Source: an optimization exercise on an open RTL-to-GDS flow (aim: small area, a short achievable clock period and few clock cycles per item). Production flows keep margins and buffers that such runs may drop. Where RTL was checked, it was by simulation tests only, not by an equivalence proof against the original. Only the layout flow was run in run 1; the RTL was not checked for function there. Power is estimated from default activity; no workload was simulated.

==> design.v <==
module civ_dabble_step #(
    parameter BPC = 4
) (
    input  wire [31:0]    bcd_in,
    input  wire [BPC-1:0] bits,
    output reg  [31:0]    bcd_out
);
    integer i, d;
    reg [3:0] t;
    reg c, co;
    always @(*) begin
        bcd_out = bcd_in;
        for (i = BPC - 1; i >= 0; i = i - 1) begin
            c = bits[i];
            for (d = 0; d < 8; d = d + 1) begin
                t = bcd_out[4*d +: 4];
                co = t[3] | (t[2] & (t[1] | t[0]));
                bcd_out[4*d +: 4] = {(t[2] & ~t[1] & ~t[0]) | (t[3] & t[0]),
                                     co ? ((t[1] & t[0]) | (t[3] & ~t[0])) : t[1],
                                     t[0] ^ co, c};
                c = co;
            end
        end
    end
endmodule
module civ_smeter_enc (
    input  wire [3:0] level,     
    output wire [7:0] m0,        
    output wire [7:0] m1         
);
    assign m0 = {6'd0, level[3] & (level[2] & level[0] | level[2] & level[1]),
                       level[3] & ~(level[2] & level[0] | level[2] & level[1])};
    assign m1 =
        (level == 4'd0)  ? 8'h00 : (level == 4'd1)  ? 8'h13 :
        (level == 4'd2)  ? 8'h27 : (level == 4'd3)  ? 8'h40 :
        (level == 4'd4)  ? 8'h53 : (level == 4'd5)  ? 8'h67 :
        (level == 4'd6)  ? 8'h80 : (level == 4'd7)  ? 8'h93 :
        (level == 4'd8)  ? 8'h07 : (level == 4'd9)  ? 8'h20 :
        (level == 4'd10) ? 8'h40 : (level == 4'd11) ? 8'h60 :
        (level == 4'd12) ? 8'h80 : (level == 4'd13) ? 8'h00 :
        (level == 4'd14) ? 8'h20 : 8'h41;
endmodule
module civ_engine (
    input  wire        clk,
    input  wire        rst,          
    input  wire        en,           
    input  wire [10:0] bound,        
    input  wire        rx_valid,
    input  wire [7:0]  rx_data,
    output wire        rx_ready,
    output wire        tx_valid,
    output reg  [7:0]  tx_data,
    input  wire        tx_ready,
    output wire        cb_req,
    output wire [3:0]  cb_slot,
    output wire [31:0] cb_arg,
    input  wire        cb_ack,
    input  wire [31:0] cb_rdata
);
    localparam [7:0] PREAMBLE   = 8'hFE;
    localparam [7:0] TERMINATOR = 8'hFD;
    localparam [7:0] ACK        = 8'hFB;
    localparam [7:0] NAK        = 8'hFA;
    localparam [7:0] RIG_ADDR   = 8'h56;
    localparam [7:0] CTRL_ADDR  = 8'hE0;
    localparam [7:0] RIG_ID     = 8'h56;
    localparam BPC = 4;
    localparam NST = (32 + BPC - 1) / BPC;
    localparam W   = BPC * NST;
    localparam [1:0] RS_IDLE = 2'd0;
    localparam [1:0] RS_SAW  = 2'd1;
    localparam [1:0] RS_ACC  = 2'd2;
    localparam [1:0] P_IDLE  = 2'd0;
    localparam [1:0] P_ECHO  = 2'd1;
    localparam [1:0] P_CALL  = 2'd2;
    localparam [1:0] P_REPLY = 2'd3;
    localparam [3:0] T_NAK  = 4'd0;
    localparam [3:0] T_ACK  = 4'd1;
    localparam [3:0] T_FREQ = 4'd2;
    localparam [3:0] T_MODE = 4'd3;
    localparam [3:0] T_SM   = 4'd4;
    localparam [3:0] T_PTT  = 4'd5;
    localparam [3:0] T_ID   = 4'd6;
    localparam [3:0] T_0C   = 4'd7;
    localparam [3:0] T_10   = 4'd8;
    localparam [3:0] T_11   = 4'd9;
    localparam [3:0] T_12   = 4'd10;
    localparam [3:0] T_14   = 4'd11;
    localparam [3:0] T_16   = 4'd12;
    localparam [3:0] T_1A   = 4'd13;
    reg [1:0]  rs;
    reg [4:0]  n;
    reg [7:0]  buf_q [0:15];
    reg        pend;                     
    reg        pend_frm;                 
    reg [1:0]  ph;
    reg [4:0]  tc;                       
    reg [4:0]  elast;                    
    reg [7:0]  dst, src;
    reg [3:0]  rtype;
    reg        need_call;
    reg [3:0]  slot;
    reg        dec;                      
    reg [31:0] res;                      
    reg [7:0]  xb;                       
    reg [2:0]  cv;                       
    reg rdy;
    assign rx_ready = en && rdy;
    wire rx_fire = rx_valid && rx_ready;
    wire rx_fe = (rx_data == PREAMBLE);
    wire rx_fd = (rx_data == TERMINATOR);
    wire item_frm = rx_fire && (rs == RS_ACC) && rx_fd;
    wire item_rej = rx_fire && (((rs == RS_SAW) && !rx_fe) ||
                                ((rs == RS_ACC) && !rx_fd && n[4]));
    reg [1:0] rs_n;
    reg [4:0] n_n;
    always @(*) begin
        rs_n = rs;
        n_n  = n;
        if (rst) begin
            rs_n = RS_IDLE;
            n_n  = 5'd0;
        end else if (rx_fire) begin
            case (rs)
                RS_IDLE: if (rx_fe) rs_n = RS_SAW;
                RS_SAW: begin
                    if (rx_fe) begin
                        rs_n = RS_ACC;
                        n_n  = 5'd0;
                    end else
                        rs_n = RS_IDLE;
                end
                default: begin
                    if (rx_fd || n[4])
                        rs_n = RS_IDLE;
                    else
                        n_n = n + 5'd1;
                end
            endcase
        end
    end
    always @(posedge clk)
        if (rx_fire && rs == RS_ACC && !rx_fd && !n[4])
            buf_q[n[3:0]] <= rx_data;
    wire [7:0] op = buf_q[2];
    wire [7:0] f3 = buf_q[3];
    wire [7:0] f4 = buf_q[4];
    wire L3  = (n >= 5'd3);
    wire L4  = (n >= 5'd4);
    wire L5  = (n >= 5'd5);
    wire L7  = (n >= 5'd7);
    wire f3_01 = (f3[7:1] == 7'd0);
    reg        d_call;
    reg [3:0]  d_slot;
    reg        d_arg;
    reg [3:0]  d_type;
    always @(*) begin
        d_call = 1'b0;
        d_slot = 4'd0;
        d_arg  = 1'b0;
        d_type = T_NAK;
        if (L3) begin
            case (op)
                8'h03: begin d_call = bound[0]; d_slot = 4'd0; d_type = T_FREQ; end
                8'h04: begin d_call = bound[2]; d_slot = 4'd2; d_type = T_MODE; end
                8'h05: begin d_call = L7 && bound[1]; d_slot = 4'd1; d_type = T_ACK; end
                8'h06: begin
                    d_call = L4 && f3_01 && bound[3]; d_slot = 4'd3;
                    d_arg = f3[0]; d_type = T_ACK;
                end
                8'h07: begin
                    d_type = T_ACK;
                    if (L4) begin
                        if (f3_01) begin
                            d_call = bound[7]; d_slot = 4'd7; d_arg = f3[0];
                        end else if (f3 == 8'hA0) begin
                            d_call = bound[8]; d_slot = 4'd8;
                        end else if (f3 == 8'hB0) begin
                            d_call = bound[9]; d_slot = 4'd9;
                        end
                    end
                end
                8'h0F: begin
                    d_call = L4 && f3_01 && bound[6]; d_slot = 4'd6;
                    d_arg = f3[0]; d_type = T_ACK;
                end
                8'h15: begin
                    if (L4 && f3 == 8'h02) begin
                        d_call = bound[10]; d_slot = 4'd10; d_type = T_SM;
                    end
                end
                8'h1C: begin
                    if (!L5) begin
                        d_call = bound[4]; d_slot = 4'd4; d_type = T_PTT;
                    end else begin
                        d_call = bound[5]; d_slot = 4'd5;
                        d_arg = (f4 == 8'h01); d_type = T_ACK;
                    end
                end
                8'h19: d_type = T_ID;
                8'h0C: d_type = L4 ? T_ACK : T_0C;
                8'h10: d_type = L4 ? T_ACK : T_10;
                8'h11: d_type = L4 ? T_ACK : T_11;
                8'h12: d_type = L4 ? T_ACK : T_12;
                8'h14: d_type = L5 ? T_ACK : T_14;
                8'h16: d_type = L5 ? T_ACK : T_16;
                8'h1A: d_type = L5 ? T_ACK : T_1A;
                default: ;
            endcase
        end
    end
    wire d_dec = L7 && (op == 8'h05);
    wire [4:0] rlen =                    
        (rtype == T_FREQ) ? 5'd10 :
        (rtype == T_SM || rtype == T_0C || rtype == T_14) ? 5'd8 :
        (rtype == T_MODE || rtype == T_PTT || rtype == T_ID ||
         rtype == T_16 || rtype == T_1A) ? 5'd7 :
        (rtype == T_10 || rtype == T_11 || rtype == T_12) ? 5'd6 : 5'd5;
    wire [7:0] code =
        (rtype == T_NAK)  ? NAK :
        (rtype == T_ACK)  ? ACK :
        (rtype == T_FREQ) ? 8'h03 :
        (rtype == T_MODE) ? 8'h04 :
        (rtype == T_SM)   ? 8'h15 :
        (rtype == T_PTT)  ? 8'h1C :
        (rtype == T_ID)   ? 8'h19 :
        (rtype == T_0C)   ? 8'h0C :
        (rtype == T_10)   ? 8'h10 :
        (rtype == T_11)   ? 8'h11 :
        (rtype == T_12)   ? 8'h12 :
        (rtype == T_14)   ? 8'h14 :
        (rtype == T_16)   ? 8'h16 : 8'h1A;
    wire [7:0] sm0, sm1;
    civ_smeter_enc u_sm (.level(res[3:0]), .m0(sm0), .m1(sm1));
    reg [7:0] rdata;                     
    always @(*) begin
        rdata = 8'h00;
        case (rtype)
            T_FREQ: case (tc[2:0])
                3'd5: rdata = xb;
                3'd6: rdata = res[7:0];
                3'd7: rdata = res[15:8];
                3'd0: rdata = res[23:16];
                default: ;
            endcase
            T_MODE: rdata = (tc[0]) ? {7'd0, res[0]} : 8'h01;
            T_SM: case (tc[1:0])
                2'd1: rdata = 8'h02;
                2'd2: rdata = sm0;
                default: rdata = sm1;
            endcase
            T_PTT: rdata = (tc[0]) ? xb : {7'd0, res[0]};
            T_ID:  rdata = (tc[0]) ? xb : RIG_ID;
            T_14, T_16, T_1A: rdata = (tc == 5'd5) ? xb : 8'h00;
            default: ;
        endcase
    end
    wire echo  = (ph == P_ECHO);
    wire reply = (ph == P_REPLY);
    wire tx_last = echo ? (tc == elast) : (tc == rlen);
    wire cv_wait = (cv != 3'd0) && (tc == 5'd5);
    assign tx_valid = echo || (reply && !cv_wait);
    wire tx_fire = tx_valid && tx_ready;
    wire [3:0] eidx = tc[3:0] - 4'd2;
    always @(*) begin
        if (tc < 5'd2)
            tx_data = PREAMBLE;
        else if (tx_last)
            tx_data = TERMINATOR;
        else if (echo)
            tx_data = buf_q[eidx];
        else case (tc)
            5'd2:    tx_data = dst;
            5'd3:    tx_data = src;
            5'd4:    tx_data = code;
            default: tx_data = rdata;
        endcase
    end
    assign cb_req  = (ph == P_CALL);
    assign cb_slot = slot;
    assign cb_arg  = res;
    wire [7:0] dbyte = buf_q[3'd6 - {1'b0, tc[2:1]}];
    wire [3:0] digit = tc[0] ? dbyte[3:0] : dbyte[7:4];
    reg [27:0] hx;
    reg [31:0] horner;
    reg        hc;
    integer hi;
    always @(*) begin
        hc = 1'b0;
        for (hi = 0; hi < 28; hi = hi + 1) begin
            hx[hi] = res[hi] ^ (hi >= 2 ? res[hi-2] : 1'b0) ^ hc;
            hc = (res[hi] & (hi >= 2 ? res[hi-2] : 1'b0)) |
                 (hc & (res[hi] ^ (hi >= 2 ? res[hi-2] : 1'b0)));
        end
        horner[0] = digit[0];
        hc = 1'b0;
        for (hi = 1; hi < 29; hi = hi + 1) begin
            horner[hi] = hx[hi-1] ^ (hi < 4 ? digit[hi] : 1'b0) ^ hc;
            hc = (hx[hi-1] & (hi < 4 ? digit[hi] : 1'b0)) |
                 (hc & (hx[hi-1] ^ (hi < 4 ? digit[hi] : 1'b0)));
        end
        horner[31:29] = 3'b000;
    end
    wire [W-1:0] ext = cb_rdata;
    wire ack_freq = (ph == P_CALL) && (rtype == T_FREQ);
    wire [5:0] nlive = {cv < 3'd3, cv < 3'd4, cv < 3'd5, cv < 3'd6, cv < 3'd7, 1'b1};
    wire [5:0] nwrite = {cv <= 3'd3, cv <= 3'd4, cv <= 3'd5, cv <= 3'd6, 1'b1, 1'b1};
    reg  [31:0] bcd_cur;
    reg  [31:0] conv_res;
    integer m;
    always @(*) begin
        bcd_cur[7:0] = xb;
        for (m = 0; m < 6; m = m + 1)
            bcd_cur[8+4*m +: 4] = res[4*m +: 4] & {4{nlive[m]}};
    end
    wire [31:0] dab_in = ack_freq ? 32'd0 : bcd_cur;
    wire [BPC-1:0] dab_bits = ack_freq ? ext[W-1 -: BPC] : res[31 -: BPC];
    wire [31:0] dab_out;
    civ_dabble_step #(.BPC(BPC)) u_dab (.bcd_in(dab_in), .bits(dab_bits), .bcd_out(dab_out));
    wire [31:0] rest_al = {ext[W-BPC-1:0], {(32-(W-BPC)){1'b0}}};
    wire [31:0] res_sh = {res[31-BPC:0], {BPC{1'b0}}};
    always @(*) begin
        conv_res = res_sh;
        for (m = 0; m < 6; m = m + 1)
            if (nwrite[m])
                conv_res[4*m +: 4] = dab_out[8+4*m +: 4];
    end
    wire fin = (ph == P_IDLE) || (reply && tx_fire && tx_last);
    wire have_item = pend || item_frm || item_rej;
    wire go_frm = pend ? pend_frm : item_frm;
    reg [1:0] ph_n;
    reg       pend_n, dec_n;
    reg [4:0] tc_n;
    always @(*) begin
        ph_n   = ph;
        pend_n = pend;
        dec_n  = dec;
        tc_n   = tc;
        if (rst) begin
            ph_n   = P_IDLE;
            pend_n = 1'b0;
            dec_n  = 1'b0;
            tc_n   = 5'd0;
        end else if (fin) begin
            if (have_item) begin
                pend_n = 1'b0;
                tc_n   = 5'd0;
                ph_n   = go_frm ? P_ECHO : P_REPLY;
                dec_n  = go_frm && d_dec;
            end else
                ph_n = P_IDLE;
        end else begin
            if (item_frm || item_rej)
                pend_n = 1'b1;
            case (ph)
                P_ECHO: begin
                    if (tx_fire) begin
                        if (tx_last) begin
                            tc_n  = 5'd0;
                            dec_n = 1'b0;
                            ph_n  = need_call ? P_CALL : P_REPLY;
                        end else
                            tc_n = tc + 5'd1;
                    end
                end
                P_CALL: if (cb_ack) ph_n = P_REPLY;
                default: if (tx_fire) tc_n = tc + 5'd1;
            endcase
        end
    end
    wire wr_ok_n = (ph_n != P_ECHO) ||
                   ((tc_n > n_n + 5'd2) && (!dec_n || tc_n[4:3] != 2'b00));
    always @(posedge clk) begin
        rs   <= rs_n;
        n    <= n_n;
        ph   <= ph_n;
        pend <= pend_n;
        dec  <= dec_n;
        tc   <= tc_n;
        rdy  <= !pend_n && (rs_n != RS_ACC || wr_ok_n);
    end
    always @(posedge clk) begin
        if (rst) begin
            cv   <= 3'd0;
        end else begin
            if (fin) begin
                if (have_item) begin
                    cv   <= 3'd0;
                    if (go_frm) begin
                        elast     <= n + 5'd2;
                        dst       <= (n >= 5'd2) ? buf_q[1] : CTRL_ADDR;
                        src       <= (n >= 5'd2) ? buf_q[0] : RIG_ADDR;
                        xb        <= (L4 && d_type != T_FREQ) ? f3 : 8'h00;
                        rtype     <= d_type;
                        need_call <= d_call;
                        slot      <= d_slot;
                        res       <= {31'd0, d_arg};
                    end else begin
                        xb        <= 8'h00;
                        dst       <= CTRL_ADDR;
                        src       <= RIG_ADDR;
                        rtype     <= T_NAK;
                        need_call <= 1'b0;
                    end
                end
            end else begin
                if (item_frm || item_rej) begin
                    pend_frm <= item_frm;
                end
                case (ph)
                    P_ECHO: begin
                        if (tx_fire) begin
                            if (dec && tc[4:3] == 2'b00)
                                res <= horner;
                        end
                    end
                    P_CALL: begin
                        if (cb_ack) begin
                            if (rtype == T_FREQ) begin
                                res <= rest_al;
                                xb  <= dab_out[7:0];
                                cv  <= NST - 1;
                            end else
                                res <= cb_rdata;
                        end
                    end
                    default: begin   
                        if (cv != 3'd0) begin
                            xb  <= dab_out[7:0];
                            res <= conv_res;
                            cv  <= cv - 3'd1;
                        end
                    end
                endcase
            end
        end
    end
endmodule
==> flow/run.sh <==
#!/bin/bash
# Standard layout (the standard.sh) with two changes to how it is made:
#  - synthesis maps the logic with an area-oriented ABC script (flow/abc_area.script,
#    used in place of ORFS's, selected by ABC_AREA=1); registers are mapped as usual;
#  - the port buffers are made of the smallest buffer cell.
set -euo pipefail
rm -rf scripts_area
cp -r "$FLOW_HOME/scripts" scripts_area
cp flow/abc_area.script scripts_area/abc_area.script
export SCRIPTS_DIR="$PWD/scripts_area"
export BUFFER_PORTS_ARGS="-buffer_cell sky130_fd_sc_hd__buf_1"
bash standard.sh > standard_flow.log 2>&1
==> flow/abc_area.script <==
strash
dch
amap
strash
&get -n
&st
&dch
&nf -R 1000 -p
&put
strash
dch
amap
topo
dnsize -c
==> standard.sh <==
#!/bin/bash
# synth_recipe.tcl (not shown) runs the flow's synth.tcl, then flattens the netlist and writes it again
# the make line also repeats each setting of config.mk as NAME=value (left out here)
make -C /OpenROAD-flow-scripts/flow DESIGN_CONFIG=/design/flow/config.mk WORK_HOME=/design/flow/orfs CLKGATE_MAP_FILE= SYNTH_SCRIPT=/design/flow/synth_recipe.tcl "${@:-finish}"
==> config.mk <==
export PLATFORM = sky130hd
export DESIGN_NAME = civ_engine
export DESIGN_NICKNAME = civ_engine
export VERILOG_FILES = /design/flow/design.v
export SDC_FILE = /design/flow/constraint.sdc
export NUM_CORES = 4
export LEC_CHECK = 0
export ABC_AREA = 1
export CAP_MARGIN = 20
export CORE_MARGIN = 2
export CORE_UTILIZATION = 40
export SLEW_MARGIN = 20
==> constraint.sdc <==
create_clock -name core_clock -period 40.0 [get_ports {clk}]
set_input_delay 8.0000 -clock core_clock [delete_from_list [all_inputs] [get_ports {clk}]]
set_output_delay 8.0000 -clock core_clock [all_outputs]
set_load 0.01 [all_outputs]
==> impl_metrics.json, run 1 <==
{
  "status": "complete, no violations",
  "synth.area.top_cells": "edfxtp_1 42%, nor2_1 6.4%, clkinv_1 5.2%",
  "finalNetCount": 1801,
  "synth_nets": 1649,
  "grt_max_degree": 89,
  "yosysWarningCount": 2,
  "clk_pin_slew_worst_paths_ps": 50,
  "ff2ff_setup_slack_ps": 28190,
  "cpMostUsedCell": "buf_1",
  "cp_max_fo": 2,
  "viasPerCell": 6.15,
  "clkSinkCount": 219,
  "wl_per_cell_um": 22.3,
  "setup_tns_ps": 0,
  "fmaxAchievable_mhz": 61.2,
  "die-height_um": 192,
  "postSynth.asyncResetShare": 0,
  "cts_made_buffers": 27,
  "yosysMostFrequentCell": "nor2_1",
  "p_per_area_nw_per_um2": 30.5,
  "netlist.top_cell.by_area": "edfxtp_1",
  "yosys_register_bits": 219,
  "cts_resized": 0,
  "min-delay-start": "dec$_DFF_P_",
  "firstDrtPassIters": 8,
  "syn_to_final_growth_pct": 14.2,
  "hpwl_um": 34400,
  "hold_violations": 0,
  "fin_ws_ps": 23650,
  "critPathCaptureType": "output port",
  "antenna_found_initial": 0,
  "insertedDiodeCount": 0,
  "ant_nets": 0,
  "grt_pass1_wl_um": 72300,
  "tritoncts": "done",
  "synthTopCellsByCount": "241 x nor2_1, 199 x edfxtp_1, 197 x clkinv_1",
  "dpl_cell_area_um2": 15300,
  "arrival_ps": 8350,
  "portBuffers": 103,
  "root_buffer": "clkbuf_16",
  "dieWidth_um": 192,
  "grt_usage": 0.255,
  "post_cts_buffers": 0,
  "drtIter0Drc": 1255,
  "clock_latency_ps": 570,
  "ctsHoldBuffers": 0,
  "path_cells": "buf_1 -> and2_0 -> buf_1",
  "start_kind": "input port",
  "grt_setup_unrepaired": "no",
  "drc_errors": 0,
  "grt_overflow": 0,
  "finalCritPeriodShare": 0.409,
  "cts_max_path_buffers": 3,
  "design_area_um2": 16200,
  "drive_above_1_share": 0.0452,
  "syn_inst": 1508,
  "crit_start": "en",
  "slew-limit-headroom": 0.253,
  "tightest_slew_ps": 1110,
  "synth_top_flop_cell": "edfxtp_1",
  "maxSlewViolCount": 0,
  "grt_pass1_vias": 12300,
  "slowest_delay_ps": 150,
  "crit_family": "buffers and inverters",
  "synth_top_area_frac": 0.421,
  "path_class": "input port to output port",
  "fp.dieArea_um2": 37000,
  "vias": 13200,
  "io_pins": 104,
  "cp_num_buf_inv": 2,
  "ys_types": 52,
  "hold_class": "register to register",
  "utilization": 0.460,
  "min_delay_path_depth": 2,
  "initial_utilization": 0.402,
  "worstRegToRegCells": 38,
  "rr_endpoint": "res[28]$_SDFFCE_PN0P_",
  "wl_um": 47700,
  "min_to": "dec$_DFF_P_",
  "fin_crit_ps": 16350,
  "reg2reg_from": "res[3]$_SDFFCE_PN0P_",
  "required_ps": 32000,
  "synth-edff-count": 199,
  "htreeDepth": 1,
  "cap_violations": 0,
  "pre_cts_slack_ps": 23650,
  "ir_drop_v": 0.0000373,
  "setup_viol": 0,
  "yosysSeqAreaShare": 0.449,
  "avgSynthCellArea_um2": 9.42,
  "cp_slowest_cell": "buf_1",
  "place.gp.congestion": 0.987,
  "rows": 69,
  "p_leak_nw": 5.19,
  "worst_clock_skew_ps": 14.5,
  "netlist_area_um2": 14200,
  "core-area_um2": 35300
}
==> tightest hold or removal path, stage by stage, from the launching register on <==
cell       delay (ps)
dfxtp_1           320
nand2_1            50
a2111oi_0         120
==> logic make-up (layout without fill, tap and decap cells) <==
group           after synthesis  after routing  share of synthesized area
compound gates              529            529                      0.263
simple gates                475            475                      0.146
flops                       219            219                      0.449
buf+inv                     201            374                     0.0542
fa+ha+maj                    84             84                     0.0877
==> worst max-delay path by stage <==
| stage | slack [ps] | cells after the start | end |
|---|---|---|---|
| floorplan | 23810 | 1 | rx_ready |
| global placement | 23630 | 3 | rx_ready |
| detailed placement | 23650 | 3 | rx_ready |
| CTS | 23650 | 3 | rx_ready |
| global route | 23560 | 3 | rx_ready |
| finish | 23650 | 3 | rx_ready |
==> registers in the layout, indices dropped and copies added, names as in the netlist <==
register   cells
pend_frm       1
buf_q        128
src            8
rtype          4
xb             8
rdy            1
elast          5
n              5
slot           4
dst            8
dec            1
cv             3
res           32
need_call      1
tc             5
pend           1
ph             2
rs             2
==> stage by stage <==
| stage | hold slack [ps] | std cells | power [W] |
|---|---|---|---|
| finish | 563 | 2142 | 0.000495 |
| global placement | 535 | 2091 | 0.000260 |
| floorplan | 492 | 1508 | 0.000254 |
| global route | 592 | 2142 | 0.000508 |
| detailed placement | 555 | 2091 | 0.000260 |
| CTS | 562 | 2141 | 0.000498 |
==> area by class of cell <==
type,instances,area (µm²)
tap,461,577
fill,3402,19100
sequential,219,6380
clock inverter,22,184
multi-input combinational,1088,7100
clock buffer,28,679
timing repair buffer,127,572
inverter,197,739
==> layout by cell type (no fill, tap or decap), types with 19 or more instances in the layout <==
| cell | n |
|---|---|
| ha_1 | 57 |
| a222oi_1 | 26 |
| a221oi_1 | 33 |
| buf_4 | 23 |
| a31oi_1 | 25 |
| o22ai_1 | 73 |
| o21ai_0 | 77 |
| a211oi_1 | 32 |
| a22oi_1 | 35 |
| o221ai_1 | 33 |
| nor3_1 | 42 |
| clkinv_1 | 202 |
| clkbuf_16 | 27 |
| nor2_1 | 238 |
| edfxtp_1 | 199 |
| a21oi_1 | 83 |
| fa_1 | 26 |
| buf_1 | 103 |
| o22a_1 | 20 |
| or2_0 | 22 |
| nand2_1 | 93 |
| dfxtp_1 | 19 |
==> per-layer routing <==
layer  GRT usage  share of wire  up-vias
li1            -              -     6178
met4      0.0813          0.030        0
met2       0.421           0.47      578
met1       0.346           0.42     6318
met3      0.0364          0.076       89
met5           0              0        -
==> power by group <==
part	internal, W	switching [W]	leakage, nW
logic	0.00000183	0.00000526	2.75
registers	0.000248	0.0000000115	2.02
clock network	0.000137	0.000103	0.414
==> run 2, diff against run 1 <==
--- a/design.v
+++ b/design.v
@@ -74,20 +74,20 @@
     localparam [1:0] P_ECHO  = 2'd1;
     localparam [1:0] P_CALL  = 2'd2;
     localparam [1:0] P_REPLY = 2'd3;
-    localparam [3:0] T_NAK  = 4'd0;
-    localparam [3:0] T_ACK  = 4'd1;
-    localparam [3:0] T_FREQ = 4'd2;
-    localparam [3:0] T_MODE = 4'd3;
-    localparam [3:0] T_SM   = 4'd4;
-    localparam [3:0] T_PTT  = 4'd5;
-    localparam [3:0] T_ID   = 4'd6;
-    localparam [3:0] T_0C   = 4'd7;
-    localparam [3:0] T_10   = 4'd8;
-    localparam [3:0] T_11   = 4'd9;
-    localparam [3:0] T_12   = 4'd10;
-    localparam [3:0] T_14   = 4'd11;
-    localparam [3:0] T_16   = 4'd12;
-    localparam [3:0] T_1A   = 4'd13;
+    localparam [4:0] T_NAK  = 5'd0;
+    localparam [4:0] T_ACK  = 5'd1;
+    localparam [4:0] T_ID   = 5'd6;
+    localparam [4:0] T_0C   = 5'd7;
+    localparam [4:0] T_10   = 5'd8;
+    localparam [4:0] T_11   = 5'd9;
+    localparam [4:0] T_12   = 5'd10;
+    localparam [4:0] T_14   = 5'd11;
+    localparam [4:0] T_16   = 5'd12;
+    localparam [4:0] T_1A   = 5'd13;
+    localparam [4:0] T_FREQ = 5'd16;     
+    localparam [4:0] T_MODE = 5'd18;     
+    localparam [4:0] T_PTT  = 5'd20;     
+    localparam [4:0] T_SM   = 5'd26;     
     reg [1:0]  rs;
     reg [4:0]  n;
     reg [7:0]  buf_q [0:15];
@@ -97,9 +97,7 @@
     reg [4:0]  tc;                       
     reg [4:0]  elast;                    
     reg [7:0]  dst, src;
-    reg [3:0]  rtype;
-    reg        need_call;
-    reg [3:0]  slot;
+    reg [4:0]  rtype;
     reg        dec;                      
     reg [31:0] res;                      
     reg [7:0]  xb;                       
@@ -150,52 +148,37 @@
     wire L5  = (n >= 5'd5);
     wire L7  = (n >= 5'd7);
     wire f3_01 = (f3[7:1] == 7'd0);
-    reg        d_call;
-    reg [3:0]  d_slot;
     reg        d_arg;
-    reg [3:0]  d_type;
+    reg [4:0]  d_type;
     always @(*) begin
-        d_call = 1'b0;
-        d_slot = 4'd0;
         d_arg  = 1'b0;
         d_type = T_NAK;
         if (L3) begin
             case (op)
-                8'h03: begin d_call = bound[0]; d_slot = 4'd0; d_type = T_FREQ; end
-                8'h04: begin d_call = bound[2]; d_slot = 4'd2; d_type = T_MODE; end
-                8'h05: begin d_call = L7 && bound[1]; d_slot = 4'd1; d_type = T_ACK; end
+                8'h03: d_type = T_FREQ;
+                8'h04: d_type = T_MODE;
+                8'h05: d_type = L7 ? 5'd17 : T_ACK;
                 8'h06: begin
-                    d_call = L4 && f3_01 && bound[3]; d_slot = 4'd3;
-                    d_arg = f3[0]; d_type = T_ACK;
+                    d_type = (L4 && f3_01) ? 5'd19 : T_ACK;
+                    d_arg = f3[0];
                 end
                 8'h07: begin
                     d_type = T_ACK;
+                    d_arg = f3[0];
                     if (L4) begin
-                        if (f3_01) begin
-                            d_call = bound[7]; d_slot = 4'd7; d_arg = f3[0];
-                        end else if (f3 == 8'hA0) begin
-                            d_call = bound[8]; d_slot = 4'd8;
-                        end else if (f3 == 8'hB0) begin
-                            d_call = bound[9]; d_slot = 4'd9;
-                        end
+                        if (f3_01)               d_type = 5'd23;
+                        else if (f3 == 8'hA0)    d_type = 5'd24;
+                        else if (f3 == 8'hB0)    d_type = 5'd25;
                     end
                 end
                 8'h0F: begin
-                    d_call = L4 && f3_01 && bound[6]; d_slot = 4'd6;
-                    d_arg = f3[0]; d_type = T_ACK;
-                end
-                8'h15: begin
-                    if (L4 && f3 == 8'h02) begin
-                        d_call = bound[10]; d_slot = 4'd10; d_type = T_SM;
-                    end
+                    d_type = (L4 && f3_01) ? 5'd22 : T_ACK;
+                    d_arg = f3[0];
                 end
+                8'h15: d_type = (L4 && f3 == 8'h02) ? T_SM : T_NAK;
                 8'h1C: begin
-                    if (!L5) begin
-                        d_call = bound[4]; d_slot = 4'd4; d_type = T_PTT;
-                    end else begin
-                        d_call = bound[5]; d_slot = 4'd5;
-                        d_arg = (f4 == 8'h01); d_type = T_ACK;
-                    end
+                    d_type = L5 ? 5'd21 : T_PTT;
+                    d_arg = L5 && (f4 == 8'h01);
                 end
                 8'h19: d_type = T_ID;
                 8'h0C: d_type = L4 ? T_ACK : T_0C;
@@ -210,15 +193,20 @@
         end
     end
     wire d_dec = L7 && (op == 8'h05);
+    wire [15:0] bound_ext = {5'd0, bound};
     wire [4:0] rlen =                    
         (rtype == T_FREQ) ? 5'd10 :
         (rtype == T_SM || rtype == T_0C || rtype == T_14) ? 5'd8 :
         (rtype == T_MODE || rtype == T_PTT || rtype == T_ID ||
          rtype == T_16 || rtype == T_1A) ? 5'd7 :
         (rtype == T_10 || rtype == T_11 || rtype == T_12) ? 5'd6 : 5'd5;
+    wire t_data = (rtype == T_FREQ) || (rtype == T_MODE) ||
+                  (rtype == T_PTT) || (rtype == T_SM);
+    wire t_ack = (rtype == T_ACK) || (rtype[4] && !t_data);
+    wire need_call = rtype[4] && bound_ext[rtype[3:0]];
     wire [7:0] code =
         (rtype == T_NAK)  ? NAK :
-        (rtype == T_ACK)  ? ACK :
+        t_ack             ? ACK :
         (rtype == T_FREQ) ? 8'h03 :
         (rtype == T_MODE) ? 8'h04 :
         (rtype == T_SM)   ? 8'h15 :
@@ -277,7 +265,7 @@
         endcase
     end
     assign cb_req  = (ph == P_CALL);
-    assign cb_slot = slot;
+    assign cb_slot = rtype[3:0];
     assign cb_arg  = res;
     wire [7:0] dbyte = buf_q[3'd6 - {1'b0, tc[2:1]}];
     wire [3:0] digit = tc[0] ? dbyte[3:0] : dbyte[7:4];
@@ -392,15 +380,12 @@
                         src       <= (n >= 5'd2) ? buf_q[0] : RIG_ADDR;
                         xb        <= (L4 && d_type != T_FREQ) ? f3 : 8'h00;
                         rtype     <= d_type;
-                        need_call <= d_call;
-                        slot      <= d_slot;
                         res       <= {31'd0, d_arg};
                     end else begin
                         xb        <= 8'h00;
                         dst       <= CTRL_ADDR;
                         src       <= RIG_ADDR;
                         rtype     <= T_NAK;
-                        need_call <= 1'b0;
                     end
                 end
             end else begin
--- a/config.mk
+++ b/config.mk
@@ -8,5 +8,7 @@
 export ABC_AREA = 1
 export CAP_MARGIN = 20
 export CORE_MARGIN = 2
-export CORE_UTILIZATION = 40
+export CORE_UTILIZATION = 60
+export CTS_CLUSTER_DIAMETER = 50
+export CTS_CLUSTER_SIZE = 32
 export SLEW_MARGIN = 20
==> run 2 against run 1 <==
Clock power up 6%. Critical endpoint unchanged. Setup slack got worse by 26 ps. Global-route usage increased by 10 points.
==> impl_metrics.json, run 2 <==
{
  "rows": 56,
  "avgSynthCellArea_um2": 9.27,
  "synth-edff-count": 195,
  "synth_xor_area_frac": 0,
  "drc_errors": 0,
  "cp_max_fo": 2,
  "fin_crit_ps": 16370,
  "setup_tns_ps": 0,
  "place.gp.congestion": 0.944,
  "grt_usage": 0.356,
  "synth_compound_area_frac": 0.259,
  "yosysWarningCount": 2,
  "yosys_register_bits": 215,
  "cap_violations": 0,
  "ant_nets": 0,
  "synth_nets": 1667,
  "synthSimpleGateAreaFrac": 0.153,
  "tritoncts": "done",
  "reg2reg_from": "res[0]$_DFFE_PP_",
  "start_kind": "input port",
  "firstDrtPassIters": 7,
  "grt_pass1_vias": 12500,
  "drtIter0Drc": 1689,
  "viasPerCell": 6.66,
  "io_pins": 104,
  "multiInputGateArea_um2": 7100,
  "path_class": "input port to output port",
  "grt_max_degree": 86,
  "ff_latch_area_um2": 6260,
  "portBuffers": 103,
  "arrival_ps": 8370,
  "ctsHoldBuffers": 0,
  "finalNetCount": 1811,
  "post_cts_buffers": 0,
  "die-height_um": 158,
  "vias": 13400,
  "status": "complete, no violations",
  "n_fill_cell": 1926,
  "grt_overflow": 0,
  "dieWidth_um": 158,
  "wl_per_cell_um": 22.1,
  "ff2ff_setup_slack_ps": 28410,
  "wl_um": 44400,
  "timing.hold.ws_ps": 548,
  "p_leak_nw": 5.29,
  "yosysSeqAreaShare": 0.442,
  "syn_inst": 1527,
  "cts_resized": 0,
  "initial_utilization": 0.607,
  "synth_top_flop_cell": "edfxtp_1",
  "synth_top_family_by_area": "compound AO/OA/AOI/OAI gates",
  "grt_setup_unrepaired": "no",
  "largest_reg_flops": 128,
  "insertedDiodeCount": 0,
  "worstRegToRegCells": 37,
  "hold_violations": 0,
  "tightest_slew_ps": 1060,
  "synth_top_area_frac": 0.413,
  "p_per_area_nw_per_um2": 31.5,
  "syn_to_final_growth_pct": 13.1,
  "yosysMostFrequentCell": "nor2_1",
  "critPathCaptureType": "output port",
  "synth.area.top_cells": "edfxtp_1 41%, nor2_1 6.4%, clkinv_1 5.4%",
  "finalCritPeriodShare": 0.409,
  "fmaxAchievable_mhz": 61.1,
  "htreeDepth": 1,
  "mostFrequentLayoutCells": "238 x nor2_1, 204 x clkinv_1, 195 x edfxtp_1",
  "clkSinkCount": 215,
  "maxSlewViolCount": 0,
  "worst_clock_skew_ps": 26.5,
  "netlist_area_um2": 14200,
  "min_delay_path_depth": 1,
  "clk_pin_slew_worst_paths_ps": 60,
  "cts_made_buffers": 27,
  "hpwl_um": 31900,
  "rr_endpoint": "res[28]$_SDFFCE_PN0P_",
  "min-delay-start": "buf_q[1][5]$_DFFE_PP_",
  "synth_fa_ha_area_frac": 0.0871,
  "ir_drop_v": 0.0000359,
  "postSynth.asyncResetShare": 0,
  "root_buffer": "clkbuf_16",
  "setup_viol": 0,
  "ys_types": 51,
  "grt_pass1_wl_um": 68100,
  "min_to": "dst[5]$_SDFFCE_PN1P_",
  "drive_above_1_share": 0.0449,
  "core-area_um2": 23300,
  "netlist.top_cell.by_area": "edfxtp_1",
  "required_ps": 32000,
  "cts_max_path_buffers": 3,
  "fp.dieArea_um2": 24800,
  "synthTopCellsByCount": "240 x nor2_1, 205 x clkinv_1, 195 x edfxtp_1",
  "synth_mux_area_frac": 0,
  "clock_latency_ps": 570,
  "slew-limit-headroom": 0.288,
  "hold_class": "register to register",
  "final_common_cell": "nor2_1",
  "antenna_found_initial": 0
}
run 2: cell count changes after synthesis, moves of 6 or more:
cell       before  now
clkinv_1      197  205
nand3_1        12   25
o221ai_1       33   39
o311a_1         1    8
nor4_1          8   17
nand4_1        11    4
nor3_1         45   53
a221oi_1       33   23
o22a_1         20   13
a211oi_1       32   39
a2111oi_0      14    4
run 2: final cells by class:
cell class | instances | share of cell area
clock buffers | 27 | 0.0422
well taps | 319 | 0.0249
multi-input cells | 1099 | 0.443
clock inverters | 22 | 0.0173
repair buffers | 123 | 0.0335
inverters | 205 | 0.0480
flip-flops and latches | 215 | 0.391
run 2: logic make-up after synthesis:
group           after synthesis
flops                       215
simple gates                496
fa+ha+maj                    83
buf+inv                     213
compound gates              520
run 2: where the power goes:
part / switching [W] / internal, W / total [W]
registers: 0.00000000911 / 0.000243 / 0.000243
logic: 0.00000503 / 0.00000173 / 0.00000677
clock network: 0.000116 / 0.000139 / 0.000255
run 2: per-stage QoR:
| stage | utilization | setup slack (ps) | power (W) | instances | area [µm²] |
|---|---|---|---|---|---|
| floorplan | - | 23810 | 0.000249 | 1527 | 14200 |
| global placement | 0.645 | 23640 | 0.000255 | 1961 | 15100 |
| detailed placement | 0.645 | 23640 | 0.000255 | 1961 | 15100 |
| CTS | 0.686 | 23640 | 0.000507 | 2010 | 16000 |
| global route | 0.687 | 23570 | 0.000516 | 2010 | 16000 |
| finish | 0.687 | 23630 | 0.000505 | 2010 | 16000 |
run 2: worst max path at each step:
stage          cells past startpoint  endpoint  slack (ps)  startpoint
2_1_floorplan                      1  rx_ready       23810          en
3_3_place_gp                       3  rx_ready       23640          en
3_5_place_dp                       3  rx_ready       23640          en
4_1_cts                            3  rx_ready       23640          en
5_1_grt                            3  rx_ready       23570          en
6_report                           3  rx_ready       23630          en
run 2: critical path, cell delays in order:
cell and delay (ps):
buf_1 60, and2_0 150, buf_1 160
run 2: per-layer routing:
| layer | part of all wire | global-route usage | wire, µm | vias to the layer above |
|---|---|---|---|---|
| li1 | - | - | - | 6194 |
| met1 | 0.38 | 0.467 | 17100 | 6266 |
| met2 | 0.46 | 0.574 | 20600 | 772 |
| met3 | 0.098 | 0.0545 | 4340 | 152 |
| met4 | 0.055 | 0.186 | 2420 | 0 |
| met5 | 0 | 0 | 0 | - |
Testbench counts of run 2, summed over its fixed seeds: cycles 13,572, frames 768.
==> run 3, diff against run 2 <==
--- a/config.mk
+++ b/config.mk
@@ -9,6 +9,6 @@
 export CAP_MARGIN = 20
 export CORE_MARGIN = 2
 export CORE_UTILIZATION = 60
-export CTS_CLUSTER_DIAMETER = 50
-export CTS_CLUSTER_SIZE = 32
+export CTS_CLUSTER_DIAMETER = 80
+export CTS_CLUSTER_SIZE = 30
 export SLEW_MARGIN = 20
==> run 3 against run 2 <==
Still clean. Routed wire length fell by 0.77%. Die area did not move. Critical path depth did not move. Register-to-register slack got worse by 50 ps. Final area fell by 2.8%. Critical endpoint unchanged. Highest routed layer unchanged.
==> impl_metrics.json, run 3 <==
{
  "finalNetCount": 1799,
  "arrival_ps": 8370,
  "cpMostUsedCell": "buf_1",
  "cap_violations": 0,
  "die-height_um": 158,
  "core-area_um2": 23300,
  "fin_cells": 1984,
  "fp.dieArea_um2": 24800,
  "synth-edff-count": 195,
  "critPathCaptureType": "output port",
  "placed_cells_incl_taps": 1961,
  "rows": 56,
  "post_cts_buffers": 0,
  "ctsHoldBuffers": 0,
  "netlist.top_cell.by_area": "edfxtp_1",
  "drc_errors": 0,
  "drtIter0Drc": 1669,
  "final_common_cell": "nor2_1",
  "path_cells": "buf_1 -> and2_0 -> buf_1",
  "tightest_slew_ps": 1110,
  "insertedDiodeCount": 0,
  "required_ps": 32000,
  "path_class": "input port to output port",
  "start_kind": "input port",
  "syn_to_final_growth_pct": 9.97,
  "initial_utilization": 0.607,
  "yosys_register_bits": 215,
  "postSynth.asyncResetShare": 0,
  "drive_above_1_share": 0.0300,
  "hpwl_um": 31900,
  "p_per_area_nw_per_um2": 26.7,
  "avgSynthCellArea_um2": 9.27,
  "portBuffers": 103,
  "antenna_found_initial": 0,
  "cts_resized": 0,
  "yosysSeqAreaShare": 0.442,
  "grt_max_degree": 86,
  "tritoncts": "done",
  "cp_num_buf_inv": 2,
  "synth.area.top_cells": "edfxtp_1 41%, nor2_1 6.4%, clkinv_1 5.4%",
  "ir_drop_v": 0.0000387,
  "cp_slowest_cell": "buf_1",
  "finalCritPeriodShare": 0.409,
  "mostFrequentLayoutCells": "238 x nor2_1, 204 x clkinv_1, 195 x edfxtp_1",
  "root_buffer": "clkbuf_16",
  "place.gp.congestion": 0.944,
  "vias": 13400,
  "synthTopCellsByCount": "240 x nor2_1, 205 x clkinv_1, 195 x edfxtp_1",
  "io_pins": 104,
  "wl_per_cell_um": 22.2,
  "hold_class": "register to register",
  "clock_latency_ps": 510,
  "viasPerCell": 6.75,
  "cts_max_path_buffers": 3,
  "crit_family": "buffers and inverters",
  "fin_crit_ps": 16360,
  "ys_types": 51,
  "cts_made_buffers": 15,
  "wl_um": 44100,
  "grt_usage": 0.353,
  "ant_nets": 0,
  "htreeDepth": 1,
  "yosysWarningCount": 2,
  "setup_viol": 0,
  "largest_reg_flops": 128,
  "netlist_area_um2": 14200,
  "clkSinkCount": 215,
  "grt_overflow": 0,
  "slew-limit-headroom": 0.252,
  "cp_max_fo": 2,
  "synth_nets": 1667,
  "grt_pass1_wl_um": 67500,
  "p_leak_nw": 5.07,
  "synth_top_area_frac": 0.413,
  "maxSlewViolCount": 0,
  "dieWidth_um": 158,
  "slowest_delay_ps": 160,
  "hold_violations": 0,
  "status": "complete, no violations",
  "clk_pin_slew_worst_paths_ps": 90,
  "setup_tns_ps": 0,
  "synth_top_flop_cell": "edfxtp_1",
  "fmaxAchievable_mhz": 61.1,
  "grt_pass1_vias": 12400,
  "yosysMostFrequentCell": "nor2_1",
  "syn_inst": 1527,
  "worst_clock_skew_ps": 35.5,
  "grt_setup_unrepaired": "no",
  "firstDrtPassIters": 6
}
run 3: final cells by class:
class	instances	area [µm²]
tap	319	399
clock buffer	15	375
inverter	205	769
timing repair buffer	123	537
fill	1969	7760
clock inverter	8	133
multi-input combinational	1099	7100
sequential	215	6260
run 3: per-stage QoR:
| stage | hold slack, ps | utilization | total power [W] | worst slack, ps | instance area (µm²) |
|---|---|---|---|---|---|
| floorplan | 495 | - | 0.000249 | 23810 | 14200 |
| CTS | 549 | 0.667 | 0.000416 | 23640 | 15600 |
| global route | 596 | 0.668 | 0.000424 | 23570 | 15600 |
| detailed placement | 535 | 0.645 | 0.000255 | 23640 | 15100 |
| global placement | 535 | 0.645 | 0.000255 | 23640 | 15100 |
| finish | 550 | 0.668 | 0.000416 | 23640 | 15600 |
run 3: metal layers:
layer  up-vias  track usage  wire, µm
met5         -            0         0
met4         0        0.174      2350
met3       135       0.0383      3860
met2       770        0.578     20500
met1      6330        0.471     17400
li1       6160            -         -
run 3: tightest hold or removal path: stages, from the launching register on:
cell,delay [ps]
dfxtp_1,340
clkinv_1,100
a21oi_1,70
run 3: worst paths after layout:
check | startpoint | end | slack, ps | depth (start not counted)
max | en | rx_ready | 23640 | 3
min | cv[1]$_SDFFE_PP0P_ | cv[1]$_SDFFE_PP0P_ | 550 | 2
max reg2reg | res[0]$_DFFE_PP_ | res[28]$_SDFFCE_PN0P_ | 28360 | 37
min reg2reg | cv[1]$_SDFFE_PP0P_ | cv[1]$_SDFFE_PP0P_ | 550 | 2
run 3: cells by family after synthesis:
kind of cell    synth area share
simple gates               0.153
buf+inv                   0.0586
flops                      0.442
fa+ha+maj                 0.0871
compound gates             0.259
run 3: power by group:
| group | total (W) | switching (W) | internal, W |
|---|---|---|---|
| Clock | 0.000166 | 0.0000899 | 0.0000761 |
| Combinational | 0.00000676 | 0.00000502 | 0.00000174 |
| Sequential | 0.000243 | 0.00000000903 | 0.000243 |
| Total | 0.000416 | 0.0000949 | 0.000321 |
==> run 4, diff against run 3 <==
--- a/config.mk
+++ b/config.mk
@@ -9,6 +9,6 @@
 export CAP_MARGIN = 20
 export CORE_MARGIN = 2
 export CORE_UTILIZATION = 60
-export CTS_CLUSTER_DIAMETER = 80
-export CTS_CLUSTER_SIZE = 30
+export CTS_CLUSTER_DIAMETER = 60
+export CTS_CLUSTER_SIZE = 24
 export SLEW_MARGIN = 20
==> run 4 against run 3 <==
Worst hold slack worse by 1.7 ps. Final area up 1.3%. Utilization up 0.84 points. Global-route usage up 0.27 points. Cell count up 0.66%. Clock skew up 13 ps. Combinational power about the same. Critical endpoint unchanged. Largest cell class unchanged.
==> impl_metrics.json, run 4 <==
{
  "status": "complete, no violations",
  "viasPerCell": 6.65,
  "multiInputGateArea_um2": 7100,
  "vias": 13300,
  "fp.dieArea_um2": 24800,
  "io_pins": 104,
  "critPathCaptureType": "output port",
  "drtIter0Drc": 1646,
  "use_met2": 0.572,
  "cp_max_fo": 2,
  "busiest_layer": "met2",
  "hold_violations": 0,
  "portBuffers": 103,
  "finalCritPeriodShare": 0.409,
  "yosysMostFrequentCell": "nor2_1",
  "syn_inst": 1527,
  "place.gp.congestion": 0.944,
  "synth_top_area_frac": 0.413,
  "grt_setup_unrepaired": "no",
  "core-area_um2": 23300,
  "initial_utilization": 0.607,
  "hpwl_um": 31900,
  "cpMostUsedCell": "buf_1",
  "cap_violations": 0,
  "crit_family": "buffers and inverters",
  "timing.hold.ws_ps": 548,
  "cts_resized": 0,
  "drive_above_1_share": 0.0364,
  "die-height_um": 158,
  "path_cells": "buf_1 -> and2_0 -> buf_1",
  "utilization": 0.676,
  "drc_errors": 0,
  "setup_tns_ps": 0,
  "mostFrequentLayoutCells": "238 x nor2_1, 204 x clkinv_1, 195 x edfxtp_1",
  "yosysWarningCount": 2,
  "tritoncts": "done",
  "ir_drop_v": 0.0000334,
  "synth.area.top_cells": "edfxtp_1 41%, nor2_1 6.4%, clkinv_1 5.4%",
  "p_per_area_nw_per_um2": 28.7,
  "htreeDepth": 1,
  "yosys_register_bits": 215,
  "slew-limit-headroom": 0.284,
  "fmaxAchievable_mhz": 61.1,
  "cts_made_buffers": 20,
  "synth-edff-count": 195,
  "firstDrtPassIters": 9,
  "avgSynthCellArea_um2": 9.27,
  "power.total_w": 0.000453,
  "antenna_found_initial": 0,
  "netlist.top_cell.by_area": "edfxtp_1",
  "post_cts_buffers": 0,
  "cp_slowest_cell": "buf_1",
  "ant_nets": 0,
  "maxSlewViolCount": 0,
  "worst_clock_skew_ps": 48.5,
  "hold_class": "register to register",
  "synth_nets": 1667,
  "ff_latch_area_um2": 6260,
  "grt_util_met1": 0.466,
  "syn_to_final_growth_pct": 11.4,
  "clk_pin_slew_worst_paths_ps": 70,
  "grt_overflow": 0,
  "synthTopCellsByCount": "240 x nor2_1, 205 x clkinv_1, 195 x edfxtp_1",
  "n_fill_cell": 1930,
  "power_switching_w": 0.000107,
  "setup_viol": 0,
  "ctsHoldBuffers": 0,
  "clockPowerShare": 0.448,
  "grt_pass1_wl_um": 68100,
  "ys_types": 51,
  "netlist_area_um2": 14200,
  "wl_per_cell_um": 22.1,
  "grt_pass1_vias": 12500,
  "largest_reg_flops": 128,
  "fin_ws_ps": 23640,
  "pre_cts_slack_ps": 23640,
  "final_common_cell": "nor2_1",
  "clock_latency_ps": 550,
  "clkSinkCount": 215,
  "postSynth.asyncResetShare": 0,
  "cp_num_buf_inv": 2,
  "cts_max_path_buffers": 3,
  "internal_power_w": 0.000346,
  "yosysSeqAreaShare": 0.442,
  "wl_um": 44200,
  "path_class": "input port to output port",
  "slowest_delay_ps": 160,
  "required_ps": 32000,
  "fin_crit_ps": 16360,
  "combPwrFrac": 0.015,
  "grtUsageMet3": 0.0580,
  "grt_usage": 0.356,
  "grt_max_degree": 86,
  "root_buffer": "clkbuf_16",
  "synth_top_flop_cell": "edfxtp_1",
  "p_leak_nw": 5.17,
  "tightest_slew_ps": 1070,
  "rows": 56,
  "seq_power_share": 0.537,
  "dieWidth_um": 158,
  "switching_share": 0.236,
  "start_kind": "input port",
  "finalNetCount": 1804,
  "arrival_ps": 8360,
  "insertedDiodeCount": 0
}
-- run 4: cell types whose count changed in the layout (fill, tap and decap cells not counted) --
| cell | previous run | this run |
|---|---|---|
| clkbuf_1 | 0 | 2 |
| inv_6 | 2 | 1 |
| clkbuf_16 | 15 | 20 |
| inv_12 | 4 | 2 |
| clkinv_8 | 0 | 3 |
| clkinv_2 | 0 | 2 |
| inv_8 | 0 | 4 |
-- run 4: layout make-up --
class,instances,area share
multi-input combinational,1099,0.450
sequential,215,0.397
inverter,205,0.0488
timing repair buffer,123,0.0340
clock buffer,22,0.0322
tap,319,0.0253
clock inverter,14,0.0124
-- run 4: worst min-delay path, stage by stage, from the launching register on --
cell and delay, ps:
dfxtp_1 330, clkinv_1 100, a21oi_1 70
-- run 4: worst paths after layout --
path | startpoint | endpoint | slack (ps) | depth (start not counted)
max | en | rx_ready | 23640 | 3
min | cv[1]$_SDFFE_PP0P_ | cv[1]$_SDFFE_PP0P_ | 550 | 2
max reg2reg | res[0]$_DFFE_PP_ | res[28]$_SDFFCE_PN0P_ | 28410 | 37
min reg2reg | cv[1]$_SDFFE_PP0P_ | cv[1]$_SDFFE_PP0P_ | 550 | 2
-- run 4: cell families (layout without fill, tap and decap cells) --
logic type,count (synthesis),count (layout),share of synthesized area
compound gates,520,520,0.259
fa+ha+maj,83,83,0.0871
buf+inv,213,364,0.0586
flops,215,215,0.442
simple gates,496,496,0.153
-- run 4: routing by layer --
| layer | vias up | share of wire |
|---|---|---|
| li1 | 6177 | - |
| met1 | 6152 | 0.38 |
| met2 | 807 | 0.46 |
| met3 | 142 | 0.10 |
| met4 | 0 | 0.056 |
| met5 | - | 0 |
-- run 4: stage by stage --
stage,instances,instance area [µm²]
after CTS,1997,15800
after floorplan,1527,14200
after detailed placement,1961,15100
after global placement,1961,15100
final,1997,15800
after global routing,1997,15800
-- run 4: power groups by stage --
stage / sequential, W / combinational, W / clock, W
2_1_floorplan: 0.000248 / 0.000000865 / 0
3_3_place_gp: 0.000248 / 0.00000646 / 0
3_5_place_dp: 0.000248 / 0.00000651 / 0
4_1_cts: 0.000243 / 0.00000657 / 0.000205
5_1_grt: 0.000243 / 0.00000728 / 0.000213
6_report: 0.000243 / 0.00000673 / 0.000203
==> run 5, diff against run 4 <==
--- a/config.mk
+++ b/config.mk
@@ -6,9 +6,9 @@
 export NUM_CORES = 4
 export LEC_CHECK = 0
 export ABC_AREA = 1
-export CAP_MARGIN = 20
+export CAP_MARGIN = 0
 export CORE_MARGIN = 2
 export CORE_UTILIZATION = 60
 export CTS_CLUSTER_DIAMETER = 60
 export CTS_CLUSTER_SIZE = 24
-export SLEW_MARGIN = 20
+export SLEW_MARGIN = 0
==> run 5 against run 4 <==
Synthesized area unchanged. Sequential power about the same. Die area unchanged. Worst hold slack got worse by 2.5 ps. Largest cell class unchanged. Still clean. Synthesized cell count unchanged. Clock skew increased by 11 ps. Final area decreased by 0.19%. Cell count unchanged. Total power decreased by 0.63%. Combinational power about the same. Largest power group unchanged. Critical path type unchanged. Register-to-register slack improved by 20 ps.
==> impl_metrics.json, run 5 <==
{
  "status": "complete, no violations",
  "tightest_slew_ps": 1260,
  "clk_pin_slew_worst_paths_ps": 60,
  "yosys_register_bits": 215,
  "cpMostUsedCell": "buf_1",
  "largest_reg_flops": 128,
  "synth_mux_area_frac": 0,
  "grt_pass1_vias": 12300,
  "start_kind": "input port",
  "rr_endpoint": "res[28]$_SDFFCE_PN0P_",
  "ant_nets": 0,
  "pre_cts_slack_ps": 23640,
  "ir_drop_v": 0.0000335,
  "cts_max_path_buffers": 3,
  "hold_violations": 0,
  "fin_crit_ps": 16370,
  "design_area_um2": 15700,
  "yosysSeqAreaShare": 0.442,
  "multiInputGateArea_um2": 7090,
  "drive_above_1_share": 0.0352,
  "synth_compound_area_frac": 0.259,
  "yosysMostFrequentCell": "nor2_1",
  "post_cts_buffers": 0,
  "die-height_um": 158,
  "clkSinkCount": 215,
  "syn_to_final_growth_pct": 11.1,
  "slew-limit-headroom": 0.157,
  "avgSynthCellArea_um2": 9.27,
  "hpwl_um": 31800,
  "synth_nets": 1667,
  "yosysWarningCount": 2,
  "insertedDiodeCount": 0,
  "syn_inst": 1527,
  "synth-edff-count": 195,
  "netlist_area_um2": 14200,
  "htreeDepth": 1,
  "clock_latency_ps": 550,
  "busiest_layer": "met2",
  "vias": 13300,
  "root_buffer": "clkbuf_16",
  "fp.dieArea_um2": 24800,
  "utilization": 0.675,
  "netlist.top_cell.by_area": "edfxtp_1",
  "critPathCaptureType": "output port",
  "wl_per_cell_um": 22.1,
  "firstDrtPassIters": 8,
  "use_met2": 0.560,
  "dieWidth_um": 158,
  "maxSlewViolCount": 0,
  "path_class": "input port to output port",
  "tritoncts": "done",
  "path_cells": "buf_1 -> and2_0 -> buf_1",
  "viasPerCell": 6.66,
  "grt_setup_unrepaired": "no",
  "place.gp.congestion": 0.944,
  "wl_um": 44200,
  "reg2reg_from": "res[0]$_DFFE_PP_",
  "antenna_found_initial": 0,
  "grt_overflow": 0,
  "slowest_delay_ps": 160,
  "grt_usage": 0.354,
  "synth_top_flop_cell": "edfxtp_1",
  "fmaxAchievable_mhz": 61.1,
  "p_leak_nw": 5.16,
  "worst_clock_skew_ps": 59.1,
  "synthSimpleGateAreaFrac": 0.153,
  "arrival_ps": 8370,
  "ys_types": 51,
  "synth_top_family_by_area": "compound AO/OA/AOI/OAI gates",
  "cap_violations": 0,
  "ctsHoldBuffers": 0,
  "fin_ws_ps": 23630,
  "final_common_cell": "nor2_1",
  "postSynth.asyncResetShare": 0,
  "synth.area.top_cells": "edfxtp_1 41%, nor2_1 6.4%, clkinv_1 5.4%",
  "synth_fa_ha_area_frac": 0.0871,
  "initial_utilization": 0.607,
  "n_fill_cell": 1903,
  "worstRegToRegCells": 37,
  "min-delay-start": "cv[1]$_SDFFE_PP0P_",
  "finalCritPeriodShare": 0.409,
  "synthTopCellsByCount": "240 x nor2_1, 205 x clkinv_1, 195 x edfxtp_1",
  "required_ps": 32000,
  "grtUsageMet3": 0.0547,
  "cts_resized": 0,
  "grt_util_met1": 0.473,
  "cts_made_buffers": 20,
  "ff_latch_area_um2": 6260,
  "min_delay_path_depth": 2,
  "dpl_cell_area_um2": 15100,
  "setup_tns_ps": 0,
  "setup_viol": 0,
  "min_to": "cv[1]$_SDFFE_PP0P_",
  "portBuffers": 103,
  "hold_class": "register to register",
  "core-area_um2": 23300,
  "synth_top_area_frac": 0.413,
  "drtIter0Drc": 1552,
  "ff2ff_setup_slack_ps": 28430,
  "cp_max_fo": 2,
  "p_per_area_nw_per_um2": 28.6,
  "finalNetCount": 1804,
  "mostFrequentLayoutCells": "238 x nor2_1, 205 x clkinv_1, 195 x edfxtp_1",
  "grt_pass1_wl_um": 67600,
  "grt_max_degree": 86,
  "rows": 56,
  "drc_errors": 0,
  "cp_slowest_cell": "buf_1",
  "synth_xor_area_frac": 0,
  "io_pins": 104
}
[run 5: metrics by stage]
stage               hold WS [ps]  power [W]  cells
CTS                          548   0.000451   1997
global route                 601   0.000460   1997
finish                       546   0.000450   1997
global placement             535   0.000255   1961
floorplan                    495   0.000249   1527
detailed placement           539   0.000255   1961
[run 5: cells by family after synthesis]
logic type | after synthesis
and+or+nand+nor | 496
adders and majority gates | 83
AOI/OAI and AO/OA | 520
buffers and inverters | 213
DFF | 215
[run 5: worst max path at each step]
stage               start  endpoint  cells after the start
floorplan              en  rx_ready                      1
global placement       en  rx_ready                      3
detailed placement     en  rx_ready                      3
CTS                    en  rx_ready                      3
global route           en  rx_ready                      3
finish                 en  rx_ready                      3
[run 5: power by group]
| group | switching (W) | internal, W |
|---|---|---|
| clock | 0.000100 | 0.0000997 |
| combinational | 0.00000502 | 0.00000174 |
| sequential | 0.00000000895 | 0.000243 |
[run 5: area by class of cell]
| cell class | count | share of cell area |
|---|---|---|
| well taps | 319 | 0.0254 |
| flip-flops and latches | 215 | 0.398 |
| clock buffers | 21 | 0.0320 |
| repair buffers | 123 | 0.0341 |
| multi-input cells | 1099 | 0.451 |
| clock inverters | 15 | 0.0114 |
| inverters | 205 | 0.0489 |
[run 5: worst max-delay path, delay by kind of cell]
| kind | cells | cell delay, ps |
|---|---|---|
| simple gates | 1 | 150 |
| buf+inv | 2 | 220 |
[run 5: routing by layer]
metal  vias up  wire (µm)
li1       6177          -
met5         -          0
met1      6216      17200
met2       771      20400
met3       135       4230
met4         0       2340
==> run 6, diff against run 5 <==
--- a/design.v
+++ b/design.v
@@ -65,8 +65,6 @@
     localparam [7:0] CTRL_ADDR  = 8'hE0;
     localparam [7:0] RIG_ID     = 8'h56;
     localparam BPC = 4;
-    localparam NST = (32 + BPC - 1) / BPC;
-    localparam W   = BPC * NST;
     localparam [1:0] RS_IDLE = 2'd0;
     localparam [1:0] RS_SAW  = 2'd1;
     localparam [1:0] RS_ACC  = 2'd2;
@@ -95,7 +93,7 @@
     reg        pend_frm;                 
     reg [1:0]  ph;
     reg [4:0]  tc;                       
-    reg [4:0]  elast;                    
+    reg        efull;                    
     reg [7:0]  dst, src;
     reg [4:0]  rtype;
     reg        dec;                      
@@ -138,8 +136,8 @@
         end
     end
     always @(posedge clk)
-        if (rx_fire && rs == RS_ACC && !rx_fd && !n[4])
-            buf_q[n[3:0]] <= rx_data;
+        if (rx_fire && rs == RS_ACC && !n[4])
+            buf_q[n[3:0]] <= rx_data;    
     wire [7:0] op = buf_q[2];
     wire [7:0] f3 = buf_q[3];
     wire [7:0] f4 = buf_q[4];
@@ -243,20 +241,22 @@
             default: ;
         endcase
     end
+    wire [3:0] eidx = tc[3:0] - 4'd2;
     wire echo  = (ph == P_ECHO);
     wire reply = (ph == P_REPLY);
-    wire tx_last = echo ? (tc == elast) : (tc == rlen);
+    wire [7:0] ebyte = buf_q[eidx];
+    wire echo_last = (tc >= 5'd2) && (efull ? (tc[4] && tc[1]) : (ebyte == TERMINATOR));
+    wire tx_last = echo ? echo_last : (tc == rlen);
     wire cv_wait = (cv != 3'd0) && (tc == 5'd5);
     assign tx_valid = echo || (reply && !cv_wait);
     wire tx_fire = tx_valid && tx_ready;
-    wire [3:0] eidx = tc[3:0] - 4'd2;
     always @(*) begin
         if (tc < 5'd2)
             tx_data = PREAMBLE;
         else if (tx_last)
             tx_data = TERMINATOR;
         else if (echo)
-            tx_data = buf_q[eidx];
+            tx_data = ebyte;
         else case (tc)
             5'd2:    tx_data = dst;
             5'd3:    tx_data = src;
@@ -289,7 +289,9 @@
         end
         horner[31:29] = 3'b000;
     end
-    wire [W-1:0] ext = cb_rdata;
+    wire [3:0] top4 = cb_rdata[31:28];
+    wire       top_ge10 = top4[3] & (top4[2] | top4[1]);
+    wire [7:0] front = {3'd0, top_ge10, top_ge10 ? top4 - 4'd10 : top4};
     wire ack_freq = (ph == P_CALL) && (rtype == T_FREQ);
     wire [5:0] nlive = {cv < 3'd3, cv < 3'd4, cv < 3'd5, cv < 3'd6, cv < 3'd7, 1'b1};
     wire [5:0] nwrite = {cv <= 3'd3, cv <= 3'd4, cv <= 3'd5, cv <= 3'd6, 1'b1, 1'b1};
@@ -301,11 +303,11 @@
         for (m = 0; m < 6; m = m + 1)
             bcd_cur[8+4*m +: 4] = res[4*m +: 4] & {4{nlive[m]}};
     end
-    wire [31:0] dab_in = ack_freq ? 32'd0 : bcd_cur;
-    wire [BPC-1:0] dab_bits = ack_freq ? ext[W-1 -: BPC] : res[31 -: BPC];
+    wire [31:0] dab_in = ack_freq ? {24'd0, front} : bcd_cur;
+    wire [BPC-1:0] dab_bits = ack_freq ? cb_rdata[27:24] : res[31 -: BPC];
     wire [31:0] dab_out;
     civ_dabble_step #(.BPC(BPC)) u_dab (.bcd_in(dab_in), .bits(dab_bits), .bcd_out(dab_out));
-    wire [31:0] rest_al = {ext[W-BPC-1:0], {(32-(W-BPC)){1'b0}}};
+    wire [31:0] rest_al = {cb_rdata[23:0], dab_out[15:8]};
     wire [31:0] res_sh = {res[31-BPC:0], {BPC{1'b0}}};
     always @(*) begin
         conv_res = res_sh;
@@ -375,7 +377,7 @@
                 if (have_item) begin
                     cv   <= 3'd0;
                     if (go_frm) begin
-                        elast     <= n + 5'd2;
+                        efull     <= n[4];
                         dst       <= (n >= 5'd2) ? buf_q[1] : CTRL_ADDR;
                         src       <= (n >= 5'd2) ? buf_q[0] : RIG_ADDR;
                         xb        <= (L4 && d_type != T_FREQ) ? f3 : 8'h00;
@@ -404,7 +406,7 @@
                             if (rtype == T_FREQ) begin
                                 res <= rest_al;
                                 xb  <= dab_out[7:0];
-                                cv  <= NST - 1;
+                                cv  <= 3'd6;
                             end else
                                 res <= cb_rdata;
                         end
--- a/config.mk
+++ b/config.mk
@@ -9,6 +9,6 @@
 export CAP_MARGIN = 0
 export CORE_MARGIN = 2
 export CORE_UTILIZATION = 60
-export CTS_CLUSTER_DIAMETER = 60
-export CTS_CLUSTER_SIZE = 24
+export CTS_CLUSTER_DIAMETER = 80
+export CTS_CLUSTER_SIZE = 30
 export SLEW_MARGIN = 0
==> run 6 against run 5 <==
Combinational power increased to 2.7 times the previous value. Non-clock buffer count is 6 higher. Critical endpoint unchanged. Clock skew down 27 ps. Critical path type unchanged. Setup slack worse by 2.5 ps. Global-route usage increased by 0.81 points. Routed wire length is 3.1% higher. Die area shrank 0.22%. Utilization down 0.52 points.
==> impl_metrics.json, run 6 <==
{
  "firstDrtPassIters": 6,
  "netlist_area_um2": 14100,
  "fmaxAchievable_mhz": 61.1,
  "worstRegToRegCells": 36,
  "yosys_register_bits": 211,
  "root_buffer": "clkbuf_16",
  "grt_pass1_vias": 12400,
  "synth_mux_area_frac": 0,
  "place.gp.congestion": 1.01,
  "grt_setup_unrepaired": "no",
  "synth_top_family_by_area": "compound AO/OA/AOI/OAI gates",
  "ir_drop_v": 0.0000332,
  "fp.dieArea_um2": 24800,
  "cp_slowest_cell": "buf_1",
  "p_per_area_nw_per_um2": 27.1,
  "setup_tns_ps": 0,
  "dieWidth_um": 157,
  "crit_family": "buffers and inverters",
  "drc_errors": 0,
  "status": "complete, no violations",
  "hold_class": "register to register",
  "avgSynthCellArea_um2": 9.01,
  "hpwl_um": 34000,
  "finalCritPeriodShare": 0.409,
  "synth.area.top_cells": "edfxtp_1 41%, nor2_1 7.3%, clkinv_1 5.8%",
  "antenna_found_initial": 0,
  "cp_num_buf_inv": 2,
  "grt_overflow": 0,
  "yosysMostFrequentCell": "nor2_1",
  "tightest_slew_ps": 1080,
  "synth-edff-count": 191,
  "critPathCaptureType": "output port",
  "post_cts_buffers": 0,
  "drtIter0Drc": 1626,
  "synth_nets": 1708,
  "grt_max_degree": 88,
  "tritoncts": "done",
  "netlist.top_cell.by_area": "edfxtp_1",
  "design_area_um2": 15600,
  "wl_um": 45500,
  "ctsHoldBuffers": 0,
  "p_leak_nw": 5.10,
  "rr_endpoint": "res[28]$_SDFFCE_PN0P_",
  "cts_resized": 0,
  "start_kind": "input port",
  "insertedDiodeCount": 0,
  "ff2ff_setup_slack_ps": 28010,
  "placed_cells_incl_taps": 2009,
  "cp_max_fo": 2,
  "required_ps": 32000,
  "synthTopCellsByCount": "274 x nor2_1, 220 x clkinv_1, 191 x edfxtp_1",
  "viasPerCell": 6.56,
  "mostFrequentLayoutCells": "273 x nor2_1, 219 x clkinv_1, 191 x edfxtp_1",
  "arrival_ps": 8370,
  "cap_violations": 0,
  "fin_cells": 2032,
  "setup_viol": 0,
  "synthSimpleGateAreaFrac": 0.174,
  "initial_utilization": 0.607,
  "path_class": "input port to output port",
  "synth_top_flop_cell": "edfxtp_1",
  "synth_xor_area_frac": 0,
  "fin_crit_ps": 16370,
  "io_pins": 104,
  "wl_per_cell_um": 22.4,
  "ant_nets": 0,
  "cpMostUsedCell": "buf_1",
  "grt_pass1_wl_um": 68200,
  "synth_fa_ha_area_frac": 0.0864,
  "die-height_um": 157,
  "cts_made_buffers": 14
}
run 6: area by class of cell:
cell class / count / area (µm²) / share of cell area
Tap cell: 319 / 399 / 0.0256
Inverter: 220 / 826 / 0.0530
Timing Repair Buffer: 129 / 582 / 0.0374
Clock inverter: 8 / 135 / 0.00868
Clock buffer: 15 / 375 / 0.0241
Sequential cell: 211 / 6140 / 0.394
Multi-Input combinational cell: 1130 / 7120 / 0.457
run 6: metrics by stage:
stage | setup WS, ps | power (W) | utilization
2_1_floorplan | 23810 | 0.000253 | -
6_report | 23630 | 0.000423 | 0.669
3_5_place_dp | 23630 | 0.000262 | 0.647
4_1_cts | 23630 | 0.000422 | 0.669
5_1_grt | 23580 | 0.000432 | 0.669
3_3_place_gp | 23630 | 0.000262 | 0.647
run 6: kinds of logic (layout without fill, tap and decap cells):
| kind of cell | after synthesis | in the layout |
|---|---|---|
| AO/OA/AOI/OAI | 494 | 494 |
| adder cells (fa/ha/maj) | 82 | 82 |
| buffers and inverters | 228 | 372 |
| flip-flops | 211 | 211 |
| AND/OR/NAND/NOR | 554 | 554 |
run 6: power breakdown:
| group | internal, W | switching [W] | total, W |
|---|---|---|---|
| registers | 0.000239 | 0.000000432 | 0.000240 |
| clock network | 0.0000757 | 0.0000890 | 0.000165 |
| logic | 0.00000562 | 0.0000125 | 0.0000182 |
| total | 0.000321 | 0.000102 | 0.000423 |
run 6: how the worst max path moves through the flow:
stage                     start       end  slack (ps)  depth (start not counted)
after floorplan              en  rx_ready       23810                          1
after global placement       en  rx_ready       23630                          3
after detailed placement     en  rx_ready       23630                          3
after CTS                    en  rx_ready       23630                          3
after global routing         en  rx_ready       23580                          3
final                        en  rx_ready       23630                          3
run 6: worst register-to-register path: cells and delay by family (launching register included):
kind	cells	cell delay, ps
simple gates	1	60
flops	1	740
fa+ha+maj	26	9890
buf+inv	4	320
compound gates	5	740
run 6: metal layers:
metal | track usage | vias to the layer above | wire length, µm
met4 | 0.186 | 0 | 2560
met1 | 0.450 | 6294 | 17300
li1 | - | 6190 | -
met3 | 0.0273 | 151 | 3370
met5 | 0 | - | 0
met2 | 0.635 | 705 | 22300
Testbench counts of run 6, summed over its fixed seeds: cycles 13,384, frames 768.

Re-timed with assumed drivers on the ports (clkbuf_16 on the clock, buf_2 on other inputs), run 6 has 23.608 ns of setup slack against 23.631 ns with ideal ports, and 23.608 ns once port delays also move by the mid clock arrival of 0.546 ns.
